Background: an optimization exercise with open tools, aiming at small area. Do not read the settings as production practice. Only simulation tests tie the RTL to the original design; equivalence was not proved. Power and IR drop assume default switching activity.

## flow/design.v

```verilog
module csb_top (
    input  wire        clk,
    input  wire        rst,           
    input  wire        ctl_valid,
    input  wire [31:0] ctl_word,
    output reg         resp_valid,
    output reg  [1:0]  resp_code,
    output reg  [31:0] resp_value,
    output reg         lc_line_valid,
    output reg  [1:0]  lc_line,
    output reg         lc_role_valid,
    output reg         lc_role,
    output reg  [1:0]  lc_pull,
    output reg         obs_valid,
    output reg  [1:0]  obs_mask,
    input  wire        cap_valid,
    input  wire [31:0] cap_word,
    output reg         cap_rearm,     
    output wire        meas_req,
    output wire [2:0]  meas_ch,
    input  wire        meas_ack,
    input  wire        meas_err,
    input  wire [15:0] meas_data,
    output wire        tx_valid,
    output wire [7:0]  tx_data,
    input  wire        tx_ready,
    output wire        sleep_req,
    output wire [23:0] sleep_us,
    input  wire        timer_done
);
    localparam integer NSLOTS      = 4;
    localparam integer K           = 10;
    localparam integer TAKE_CYCLES = 8;
    localparam integer WIN_LO      = 500;
    localparam integer WIN_HI      = 2000;
    localparam integer HDR_LEN     = 20;
    localparam integer PAYLOAD_MAX = 32;
    localparam integer SPAN        = HDR_LEN + PAYLOAD_MAX;    
    localparam integer PKT_LEN     = SPAN + 4;                 
    localparam integer STALL_MAX   = 100;
    localparam [23:0]  STALL_SLEEP_US = 24'd500;
    localparam [23:0]  IDLE_US_RESET  = 24'd1000;
    localparam [4:0]   PROTO_VERSION  = 5'd1;
    localparam [3:0] PH_STOPPED     = 4'd0,
                     PH_CYCLE_START = 4'd1,
                     PH_TELEM       = 4'd2,
                     PH_ASSEMBLE    = 4'd3,
                     PH_SEAL        = 4'd4,
                     PH_TX_DECIDE   = 4'd5,
                     PH_TX_WRITE    = 4'd6,
                     PH_TX_SLEEP    = 4'd7,
                     PH_CLEAR       = 4'd8,
                     PH_IDLE_SLEEP  = 4'd9;
    localparam [1:0] RC_OK = 2'd0, RC_ILLEGAL = 2'd1, RC_RESERVED = 2'd2, RC_BADIDX = 2'd3;
    reg [1:0]                 w, r;
    reg [NSLOTS*PAYLOAD_MAX*8-1:0] slot_data;
    reg [NSLOTS*6-1:0]        slot_len;
    reg [NSLOTS-1:0]          slot_line;
    reg [NSLOTS*8-1:0]        slot_type;
    reg [NSLOTS-1:0]          slot_part;
    reg                       lost_pending;
    reg [31:0]                drops;
    reg [PAYLOAD_MAX*8-1:0]   capbuf;
    reg [5:0]                 caplen;
    reg [31:0]                crc;
    reg [3:0]                 phase;
    reg [31:0]                seq;
    reg [3:0]                 cyc;
    reg                       pending0;
    reg [5:0]                 tx_off;
    reg [31:0]                stall;
    reg                       aborted;
    reg                       wake;
    reg                       autostopped;
    reg [2:0]                 tch;         
    reg [5:0]                 seal_idx;    
    reg [31:0]                pkt_seq;
    reg [79:0]                pkt_tel;
    reg [15:0]                pkt_type;
    reg [15:0]                pkt_plen;
    reg [PAYLOAD_MAX*8-1:0]   pkt_pl;
    reg [31:0]                pkt_trl;
    reg [79:0]                tel;         
    reg [4:0]                 meas_errs;
    reg                       active;
    reg                       run;
    reg [1:0]                 line_sel;
    reg                       role;
    reg [1:0]                 pull;
    reg                       suppress;
    reg                       autostop;
    reg [23:0]                idle_us;
    reg [7:0]                 err_code;
    function [31:0] crc_byte;
        input [31:0] c;
        input [7:0]  b;
        integer i;
        reg [31:0] t;
        begin
            t = c ^ {24'd0, b};
            for (i = 0; i < 8; i = i + 1)
                t = t[0] ? ((t >> 1) ^ 32'hEDB88320) : (t >> 1);
            crc_byte = t;
        end
    endfunction
    function [15:0] typeword;
        input       pol;
        input       lost;
        input       part;
        input [7:0] t;
        begin
            typeword = {t, PROTO_VERSION, part, lost, pol};
        end
    endfunction
    wire [PKT_LEN*8-1:0] pkt_bytes = {pkt_trl, pkt_pl, 16'd0, pkt_plen, pkt_type, pkt_tel, pkt_seq};
    wire [7:0] seal_byte = pkt_bytes[seal_idx*8 +: 8];
    function in_window;
        input [15:0] v;
        begin
            in_window = ($signed(v) > WIN_LO) && ($signed(v) < WIN_HI);
        end
    endfunction
    wire [7:0] op = ctl_word[7:0];
    reg  [1:0] ctl_code;
    reg        ctl_exec;       
    reg [31:0] rd_value;
    always @(*) begin
        ctl_code = RC_OK;
        case (op)
            8'h01: if (ctl_word[31:9]  != 0) ctl_code = RC_RESERVED;
            8'h02: if (ctl_word[31:8]  != 0) ctl_code = RC_RESERVED;
            8'h03: if (ctl_word[31:10] != 0) ctl_code = RC_RESERVED;
            8'h04: if (ctl_word[31:11] != 0 || (!ctl_word[8] && ctl_word[10:9] != 0)) ctl_code = RC_RESERVED;
            8'h05: if (ctl_word[31:9]  != 0) ctl_code = RC_RESERVED;
            8'h06: if (ctl_word[31:9]  != 0) ctl_code = RC_RESERVED;
            8'h07: ctl_code = RC_OK;
            8'h08: if (ctl_word[31:16] != 0) ctl_code = RC_RESERVED;
            default: ctl_code = RC_ILLEGAL;
        endcase
        ctl_exec = ctl_valid && (ctl_code == RC_OK);
        rd_value = 32'd0;
        case (ctl_word[15:8])
            8'h00: rd_value = {14'd0, aborted, pending0, phase, meas_errs, active, wake,
                               autostopped, lost_pending, (w == r), (phase != PH_STOPPED), run};
            8'h01: rd_value = {25'd0, autostop, suppress, pull, role, line_sel};
            8'h02: rd_value = {8'd0, idle_us};
            8'h03: rd_value = seq;
            8'h04: rd_value = {30'd0, w};
            8'h05: rd_value = {30'd0, r};
            8'h06: rd_value = {30'd0, w - r};
            8'h07: rd_value = drops;
            8'h08: rd_value = stall;
            8'h09: rd_value = {28'd0, cyc};
            8'h0A: rd_value = {16'd0, tel[15:0]};
            8'h0B: rd_value = {16'd0, tel[31:16]};
            8'h0C: rd_value = {16'd0, tel[47:32]};
            8'h0D: rd_value = {16'd0, tel[63:48]};
            8'h0E: rd_value = {16'd0, tel[79:64]};
            8'h0F: rd_value = crc;
            8'h10: rd_value = {26'd0, caplen};
            8'h11: rd_value = {26'd0, tx_off};
            8'h12: rd_value = {24'd0, err_code};
            default: rd_value = 32'd0;
        endcase
        if (op == 8'h08 && ctl_code == RC_OK && ctl_word[15:8] > 8'h12)
            ctl_code = RC_BADIDX;
    end
    wire cap_ok    = cap_valid && (cap_word[31:16] == 16'd0);
    wire cap_byte  = cap_ok && (cap_word[7:0] == 8'h10);
    wire cap_event = cap_ok && (cap_word[7:0] == 8'h11 || cap_word[7:0] == 8'h12);
    wire cap_cmpl  = cap_word[7:0] == 8'h11;
    assign meas_req  = (phase == PH_TELEM);
    assign meas_ch   = tch;
    assign tx_valid  = (phase == PH_TX_WRITE);
    assign tx_data   = pkt_bytes[tx_off*8 +: 8];
    assign sleep_req = (phase == PH_TX_SLEEP) || (phase == PH_IDLE_SLEEP);
    assign sleep_us  = (phase == PH_TX_SLEEP) ? STALL_SLEEP_US : idle_us;
    reg [1:0]  t_w, t_r;
    reg [NSLOTS*6-1:0] t_len;
    reg [NSLOTS-1:0]   t_line;
    reg [NSLOTS*8-1:0] t_type;
    reg [NSLOTS-1:0]   t_part;
    reg        t_lost;
    reg [31:0] t_drops;
    reg        t_run;
    reg [31:0] t_seq;
    reg [3:0]  t_cyc;
    reg        t_autostopped;
    reg        t_wake;
    reg [1:0]  t_line_sel;
    reg        t_suppress;
    reg        t_autostop;
    reg [1:0]  wn;
    reg        put_now;
    reg [1:0]  put_idx;
    reg [31:0] crc_next;
    reg [31:0] stall_next;
    always @(posedge clk) begin
        if (rst) begin
            w <= 2'd0;
            r <= 2'd0;
            slot_len     <= {NSLOTS*6{1'b0}};
            slot_line    <= {NSLOTS{1'b0}};
            slot_type    <= {NSLOTS*8{1'b0}};
            slot_part    <= {NSLOTS{1'b0}};
            lost_pending <= 1'b0;
            drops        <= 32'd0;
            capbuf       <= {PAYLOAD_MAX*8{1'b0}};
            caplen       <= 6'd0;
            crc          <= 32'hFFFFFFFF;
            phase        <= PH_STOPPED;
            seq          <= 32'd0;
            cyc          <= 4'd0;
            pending0     <= 1'b0;
            tx_off       <= 6'd0;
            stall        <= 32'd0;
            aborted      <= 1'b0;
            wake         <= 1'b0;
            autostopped  <= 1'b0;
            tch          <= 3'd0;
            seal_idx     <= 6'd0;
            pkt_seq      <= 32'd0;
            pkt_tel      <= 80'd0;
            pkt_type     <= 16'd0;
            pkt_plen     <= 16'd0;
            pkt_pl       <= {PAYLOAD_MAX*8{1'b0}};
            pkt_trl      <= 32'd0;
            tel          <= 80'd0;
            meas_errs    <= 5'd0;
            active       <= 1'b0;
            run          <= 1'b0;
            line_sel     <= 2'd0;
            role         <= 1'b0;
            pull         <= 2'd0;
            suppress     <= 1'b0;
            autostop     <= 1'b1;
            idle_us      <= IDLE_US_RESET;
            err_code     <= 8'd0;
            resp_valid    <= 1'b0;
            resp_code     <= 2'd0;
            resp_value    <= 32'd0;
            lc_line_valid <= 1'b0;
            lc_line       <= 2'd0;
            lc_role_valid <= 1'b0;
            lc_role       <= 1'b0;
            lc_pull       <= 2'd0;
            obs_valid     <= 1'b0;
            obs_mask      <= 2'd0;
            cap_rearm     <= 1'b0;
        end else begin
            t_w = w;
            t_r = r;
            t_len  = slot_len;
            t_line = slot_line;
            t_type = slot_type;
            t_part = slot_part;
            t_lost        = lost_pending;
            t_drops       = drops;
            t_run         = run;
            t_seq         = seq;
            t_cyc         = cyc;
            t_autostopped = autostopped;
            t_wake        = wake;
            t_line_sel    = line_sel;
            t_suppress    = suppress;
            t_autostop    = autostop;
            resp_valid    <= ctl_valid;
            resp_code     <= ctl_code;
            resp_value    <= (ctl_valid && op == 8'h08 && ctl_code == RC_OK) ? rd_value : 32'd0;
            lc_line_valid <= 1'b0;
            lc_role_valid <= 1'b0;
            obs_valid     <= 1'b0;
            if (ctl_valid)
                err_code <= {6'd0, ctl_code};
            if (ctl_exec) begin
                case (op)
                    8'h01: begin
                        t_run = ctl_word[8];
                        if (ctl_word[8]) begin
                            t_seq         = 32'd0;
                            t_cyc         = 4'd0;
                            t_autostopped = 1'b0;
                            obs_valid    <= 1'b1;
                            obs_mask     <= line_sel;
                        end
                    end
                    8'h02: begin
                        t_w = 2'd0;
                        t_r = 2'd0;
                        t_len  = {NSLOTS*6{1'b0}};
                        t_line = {NSLOTS{1'b0}};
                        t_type = {NSLOTS*8{1'b0}};
                        t_part = {NSLOTS{1'b0}};
                        t_lost  = 1'b0;
                        t_drops = 32'd0;
                        t_seq   = 32'd0;
                        t_cyc   = 4'd0;
                    end
                    8'h03: begin
                        t_line_sel     = ctl_word[9:8];
                        lc_line_valid <= 1'b1;
                        lc_line       <= ctl_word[9:8];
                    end
                    8'h04: begin
                        role          <= ctl_word[8];
                        pull          <= ctl_word[10:9];
                        lc_role_valid <= 1'b1;
                        lc_role       <= ctl_word[8];
                        lc_pull       <= ctl_word[10:9];
                    end
                    8'h05: t_suppress = ctl_word[8];
                    8'h06: t_autostop = ctl_word[8];
                    8'h07: idle_us   <= ctl_word[31:8];
                    default: ;
                endcase
            end
            put_now  = 1'b0;
            put_idx  = t_w;
            cap_rearm <= cap_event;
            if (cap_byte) begin
                if (caplen < PAYLOAD_MAX) begin
                    capbuf[caplen*8 +: 8] <= cap_word[15:8];
                    caplen <= caplen + 6'd1;
                end
            end else if (cap_event) begin
                put_now         = 1'b1;
                put_idx         = t_w;
                t_len[t_w*6 +: 6]  = caplen;
                t_line[t_w]        = active;
                t_type[t_w*8 +: 8] = cap_word[15:8];
                t_part[t_w]        = ~cap_cmpl;
                wn              = t_w + 2'd1;
                if (wn == t_r) begin
                    t_r     = t_r + 2'd1;
                    t_lost  = 1'b1;
                    t_drops = (t_drops == 32'hFFFFFFFF) ? t_drops : t_drops + 32'd1;
                end
                t_w = wn;
                if (cap_cmpl) t_wake = 1'b1;
                capbuf <= {PAYLOAD_MAX*8{1'b0}};
                caplen <= 6'd0;
            end
            if (put_now)
                slot_data[put_idx*PAYLOAD_MAX*8 +: PAYLOAD_MAX*8] <= capbuf;
            case (phase)
                PH_STOPPED: begin
                    if (t_run) phase <= PH_CYCLE_START;
                end
                PH_CYCLE_START: begin
                    if (!t_run) begin
                        phase <= PH_STOPPED;
                    end else begin
                        t_seq    = t_seq + 32'd1;
                        pkt_seq  <= t_seq;
                        pending0 <= (t_w != t_r);
                        aborted  <= 1'b0;
                        t_wake   = 1'b0;
                        phase    <= (t_cyc == 4'd0) ? PH_TELEM : PH_ASSEMBLE;
                    end
                end
                PH_TELEM: begin
                    if (meas_ack) begin
                        if (!meas_err) begin
                            tel[tch*16 +: 16] <= meas_data;
                            meas_errs[tch] <= 1'b0;
                        end else begin
                            meas_errs[tch] <= 1'b1;
                        end
                        if (tch == 3'd4) begin
                            tch <= 3'd0;
                            if (in_window(tel[15:0]))
                                active <= (t_line_sel == 2'd1);
                            else if (in_window(tel[31:16]))
                                active <= (t_line_sel != 2'd2);
                            phase <= PH_ASSEMBLE;
                        end else begin
                            tch <= tch + 3'd1;
                        end
                    end
                end
                PH_ASSEMBLE: begin
                    if (t_cyc < TAKE_CYCLES) begin
                        pkt_tel <= tel;
                        if (t_r != t_w) begin
                            pkt_pl   <= (put_now && put_idx == t_r) ? capbuf
                                                                        : slot_data[t_r*PAYLOAD_MAX*8 +: PAYLOAD_MAX*8];
                            pkt_plen <= {10'd0, t_len[t_r*6 +: 6]};
                            pkt_type <= typeword(t_line[t_r], t_lost, t_part[t_r], t_type[t_r*8 +: 8]);
                            t_len[t_r*6 +: 6] = 6'd0;
                            t_r = t_r + 2'd1;
                        end else begin
                            pkt_type <= typeword(active, t_lost, 1'b0, 8'd0);
                        end
                        t_lost = 1'b0;
                    end
                    seal_idx <= 6'd0;
                    phase    <= PH_SEAL;
                end
                PH_SEAL: begin
                    crc_next = crc_byte((seal_idx == 6'd0) ? 32'hFFFFFFFF : crc, seal_byte);
                    crc <= crc_next;
                    if (seal_idx == SPAN - 1) begin
                        pkt_trl <= ~crc_next;
                        phase   <= PH_TX_DECIDE;
                    end else begin
                        seal_idx <= seal_idx + 6'd1;
                    end
                end
                PH_TX_DECIDE: begin
                    if (pkt_plen != 16'd0 || !t_suppress) begin
                        tx_off <= 6'd0;
                        stall  <= 32'd0;
                        phase  <= PH_TX_WRITE;
                    end else begin
                        phase  <= PH_CLEAR;
                    end
                end
                PH_TX_WRITE: begin
                    if (tx_ready) begin
                        tx_off <= tx_off + 6'd1;
                        if (tx_off == PKT_LEN - 1) phase <= PH_CLEAR;
                    end else begin
                        stall_next = (stall == 32'hFFFFFFFF) ? stall : stall + 32'd1;
                        stall <= stall_next;
                        if (stall_next > STALL_MAX && t_autostop) begin
                            aborted       <= 1'b1;
                            t_run         = 1'b0;
                            t_autostopped = 1'b1;
                            phase         <= PH_CLEAR;
                        end else begin
                            phase <= PH_TX_SLEEP;
                        end
                    end
                end
                PH_TX_SLEEP: begin
                    if (timer_done || t_wake) begin
                        t_wake = 1'b0;
                        phase <= PH_TX_WRITE;
                    end
                end
                PH_CLEAR: begin
                    pkt_pl   <= {PAYLOAD_MAX*8{1'b0}};
                    pkt_plen <= 16'd0;
                    t_cyc = (t_cyc == K - 1) ? 4'd0 : t_cyc + 4'd1;
                    if (aborted)        phase <= PH_STOPPED;
                    else if (!pending0) phase <= PH_IDLE_SLEEP;
                    else                phase <= PH_CYCLE_START;
                end
                PH_IDLE_SLEEP: begin
                    if (timer_done || t_wake) begin
                        t_wake = 1'b0;
                        phase <= PH_CYCLE_START;
                    end
                end
                default: phase <= PH_STOPPED;
            endcase
            w <= t_w;
            r <= t_r;
            slot_len     <= t_len;
            slot_line    <= t_line;
            slot_type    <= t_type;
            slot_part    <= t_part;
            lost_pending <= t_lost;
            drops        <= t_drops;
            run          <= t_run;
            seq          <= t_seq;
            cyc          <= t_cyc;
            autostopped  <= t_autostopped;
            wake         <= t_wake;
            line_sel     <= t_line_sel;
            suppress     <= t_suppress;
            autostop     <= t_autostop;
        end
    end
endmodule
```

## flow/run.sh

```bash
#!/bin/bash
# synth_recipe.tcl (not shown) runs the flow's synth.tcl, then flattens the netlist and writes it again
# the make line also repeats each setting of config.mk as NAME=value (left out here)
make -C /OpenROAD-flow-scripts/flow DESIGN_CONFIG=/design/flow/config.mk WORK_HOME=/design/flow/orfs CLKGATE_MAP_FILE= SYNTH_SCRIPT=/design/flow/synth_recipe.tcl finish
```

## flow/config.mk

```make
export PLATFORM = sky130hd
export DESIGN_NAME = csb_top
export DESIGN_NICKNAME = csb_top
export VERILOG_FILES = /design/flow/design.v
export SDC_FILE = /design/flow/constraint.sdc
export NUM_CORES = 4
export LEC_CHECK = 0
export CAP_MARGIN = 20
export CORE_MARGIN = 2
export CORE_UTILIZATION = 40
export SLEW_MARGIN = 20
```

## flow/constraint.sdc

```tcl
create_clock -name core_clock -period 10.0 [get_ports {clk}]
set_input_delay 2.0000 -clock core_clock [delete_from_list [all_inputs] [get_ports {clk}]]
set_output_delay 2.0000 -clock core_clock [all_outputs]
set_load 0.01 [all_outputs]
```

==> summary.md <==
| Metric | Value |
|---|---|
| Synth warn | `1` |
| Initial drt markers | `12.66k` |
| Gr usage total | `between 20 and 30%` |
| FF-to-FF setup slack | `4.31 ns` |
| Max_slew headroom | `about an eighth` |
| Die width | `roughly 520 µm` |
| First-pass GRT wire length | `roughly 600000 µm` |
| CTS Buf Count | `about 220` |
| Peak VDD IR | `between 0.15 and 0.2 mV` |
| Worst-Skew Late Latency | `a little over 0.9 ns` |
| Clock sinks | `~2.1k` |
| Worst Path Class, Setup | `reg2out` |
| Grt ovf | `0` |
| Main flop type after synthesis | `dfxtp_1` |
| Syn Inst Count | `about 13k` |
| FF+latch count, synth | `about 2.1k` |
| Syn_area_per_cell | `8.407 µm²` |
| Crit path time final | `7.692 ns` |
| Starting Density | `about two fifths` |
| Reg clk slew, reported paths | `approximately 0.070 ns` |
| WL final | `approximately 400000 µm` |
| Root buffer cell | `clkbuf_16` |
| Final Cycle Share | `between 70% and 80%` |
| Post-Syn Area | `between 0.1 and 0.15 mm²` |
| Sequential area share after synthesis | `about half` |
| Startpoint Class | `flip-flop` |
| Layout area overhead | `11.44%` |
| P_leak | `about 40 nW` |
| Async SR Flop Fraction | `0%` |
| Synth area leaders | `edfxtp_1 29%, dfxtp_1 20%, nand2_1 10%` |
| WL per Instance | `about 25 µm` |
| Hold WC Path Type | `reg2reg` |
| Vias in the first global route | `86.35k` |
| Endpoints failing setup | `0` |
| Status | `no timing/DRC/antenna violations` |
| Core area | `around 0.26 mm²` |
| Nets | `roughly 12k` |
| Max Fclk | `roughly 0.13 GHz` |
| Post-DR vias/cell | `between 5 and 6` |
| Worst EP required | `roughly 8.0 ns` |
| Post-synth top area share | `28.89%` |
| Hold Buf Count CTS | `0` |
| Setup bufs post-CTS | `0` |
| RePlAce Congestion | `between 1 and 1.5` |
| EDFF count, synth | `1024` |
| Crit end category | `output port` |
| H-tree depth | `4` |
| Io pins | `around 170` |
| Design Power | `17.87 mW` |
| FP Rows | `about 190` |
| Vias | `approximately 94k` |
| Post-route antenna net violation count | `0` |
| DRC Markers | `0` |
| DRT Pass-1 Iters | `10` |
| Die ar. | `~0.27 mm²` |
| Least-Margin Pin Slew | `around 1.3 ns` |
| Final Hold Fails | `0` |
| Max Slew Vio Count | `0` |
| Largest net degree at the start of global routing | `183` |
| Power per Cell Area | `roughly 150 mW/mm²` |
| Post-Syn Nets | `about 13k` |
| CTS tree | `yes` |
| RSZ-0062 raised after global routing | `no` |
| Max-cap violations | `0` |
| HPWL after detailed placement | `241900 µm` |
| Post-route setup slack | `between 2 and 2.5 ns` |
| Die H | `about 520 µm` |
| CTS Buffer Depth | `3` |
| Worst EP arrival | `roughly 5.7 ns` |
| Resized Gates After CTS | `0` |
| Port Buffers | `171` |
| Pre-CTS setup slack | `between 1.5 and 2 ns` |
| Yosys top cell by area | `edfxtp_1` |
| Synth cell types | `89` |
| Fraction of layout cells with a size suffix above 1 | `a little over 7%` |
| Worst Path Max Fanout | `around 40` |
| Clk_skew | `~0.076 ns` |
| Antenna violations before repair | `10` |
[report_power, final]
part / leakage (nW) / switching, mW / internal, mW
sequential: 15.8 / 0.000972 / 8.90
clock: 3.79 / 3.72 / 5.01
combinational: 20.7 / 0.194 / 0.0524
[sequential cells by signal, indices dropped and copies added, names as in the netlist, 24 cells and up, named ones only]
register / cells
slot_data: 1024
capbuf: 256
pkt_pl: 256
pkt_tel: 80
tel: 80
crc: 32
drops: 32
pkt_seq: 32
pkt_trl: 32
resp_value: 32
seq: 32
slot_type: 32
stall: 32
idle_us: 24
slot_len: 24
[final cells by class]
type                       count  area, µm²
multi-input combinational   8521      46860
sequential                  2091      52130
inverter                    1074       4039
tap                         3533       4420
clock buffer                 344       6770
clock inverter                83      943.4
timing repair buffer         352       3451
antenna                        3      7.507
fill                       25960     146200
[logic make-up (layout without fill, tap and decap cells)]
kind of cell | after synthesis | after routing | synth area share, %
other | 0 | 3 | 0
and+or+nand+nor | 4542 | 4542 | 17.80
AOI/OAI and AO/OA | 3354 | 3354 | 17.61
xor gates and xnor gates | 187 | 187 | 1.717
muxes | 406 | 406 | 6.235
adders and majority gates | 32 | 32 | 0.3714
buffers and inverters | 2050 | 1853 | 7.308
DFF | 2091 | 2091 | 48.96
[worst paths after layout]
kind                             from                 endpoint  cells past startpoint
min reg2reg   slot_type[2]$_SDFF_PP0_  slot_type[2]$_SDFF_PP0_                      2
min           slot_type[2]$_SDFF_PP0_  slot_type[2]$_SDFF_PP0_                      2
max reg2reg  seal_idx[0]$_SDFFE_PP0P_     crc[17]$_SDFFE_PP1P_                     11
max            tx_off[1]$_SDFFE_PP0P_               tx_data[6]                      7
[layout by cell type, fill, tap and decap left out, drive strengths merged, types with 53 or more instances in the layout]
cell,synthesis,routed
inv,1073,1080
dfxtp,1067,1067
o21ai,1798,1798
a211oi,65,65
xnor2,96,96
a31oi,63,63
nand2,2903,2903
mux4,200,200
a22oi,138,138
nor2,566,566
buf,135,192
mux2,56,56
nor3,94,94
edfxtp,1024,1024
nand3,648,648
a21oi,832,832
mux2i,150,150
xor2,79,79
and2,53,53
nand4,54,54
clkbuf,841,344
o211ai,253,253
clkdlybuf4s50,0,160
clkinv,1,60
[stage by stage]
stage | TNS, ns | utilization (%) | hold slack, ns | cells | cell area, µm²
3_3_place_gp | 0 | 41.87 | 0.4452 | 15570 | 110900
3_5_place_dp | 0 | 41.87 | 0.4499 | 15570 | 110900
4_1_cts | 0 | 44.78 | 0.4580 | 16000 | 118600
2_1_floorplan | -9024.00 | - | 0.4334 | 12660 | 106500
6_report | 0 | 44.79 | 0.4576 | 16000 | 118600
5_1_grt | 0 | 44.79 | 0.4794 | 16000 | 118600
[worst max-delay path: stages, from the launching register on]
cell and delay, ns:
dfxtp_4 0.94, buf_4 0.71, buf_4 0.75, mux4_2 0.44, mux4_2 0.33, mux2i_1 0.08
o21ai_0 0.71, clkdlybuf4s50_1 0.69
[cell usage after synthesis, drive strengths merged, types with 42 or more instances]
| cell type | count |
|---|---|
| edfxtp | 1024 |
| and2 | 53 |
| a21oi | 832 |
| nand4 | 54 |
| nor2 | 566 |
| o21ai | 1798 |
| xnor2 | 96 |
| nor2b | 42 |
| a22oi | 138 |
| nand2 | 2903 |
| xor2 | 79 |
| mux2 | 56 |
| inv | 1073 |
| o211ai | 253 |
| buf | 135 |
| clkbuf | 841 |
| mux4 | 200 |
| mux2i | 150 |
| nor3 | 94 |
| a31oi | 63 |
| dfxtp | 1067 |
| nand3 | 648 |
| a211oi | 65 |
[per-layer routing]
| metal | track usage [%] | up-vias | share of wire, % |
|---|---|---|---|
| met4 | 14.40 | 4 | 5.8 |
| li1 | - | 42730 | - |
| met3 | 5.654 | 869 | 10 |
| met2 | 43.31 | 5040 | 44 |
| met1 | 38.78 | 45220 | 40 |
| met5 | 0 | - | 0.0050 |

afterwards: timing with drivers on the ports:
In the flow no input, the clock included, has a driving cell. The finished layout below was timed again as built, in two steps. Step 1 sets driving cells, clkbuf_16 on the clock port and buf_2 on the other inputs (assumed; they add their load-dependent delay and slew). Step 2 times the ports against the registers' clock, not the clock port: input delays grow and output delays shrink by t, the midpoint of the rising clock arrivals with the driver on. Slacks: no drivers / after step 1 / after step 2; pairs: no drivers / after step 1.
shift t [ns]: 0.980
setup slack, ns: 2.308 / 2.214 / 1.564
hold slack, ns: 0.458 / 0.458 / 0.458
worst setup path after step 2: input to register
After both steps this run still meets setup and hold. For this run, drivers alone change the setup slack by -0.094 ns; drivers and shift together by -0.744 ns.
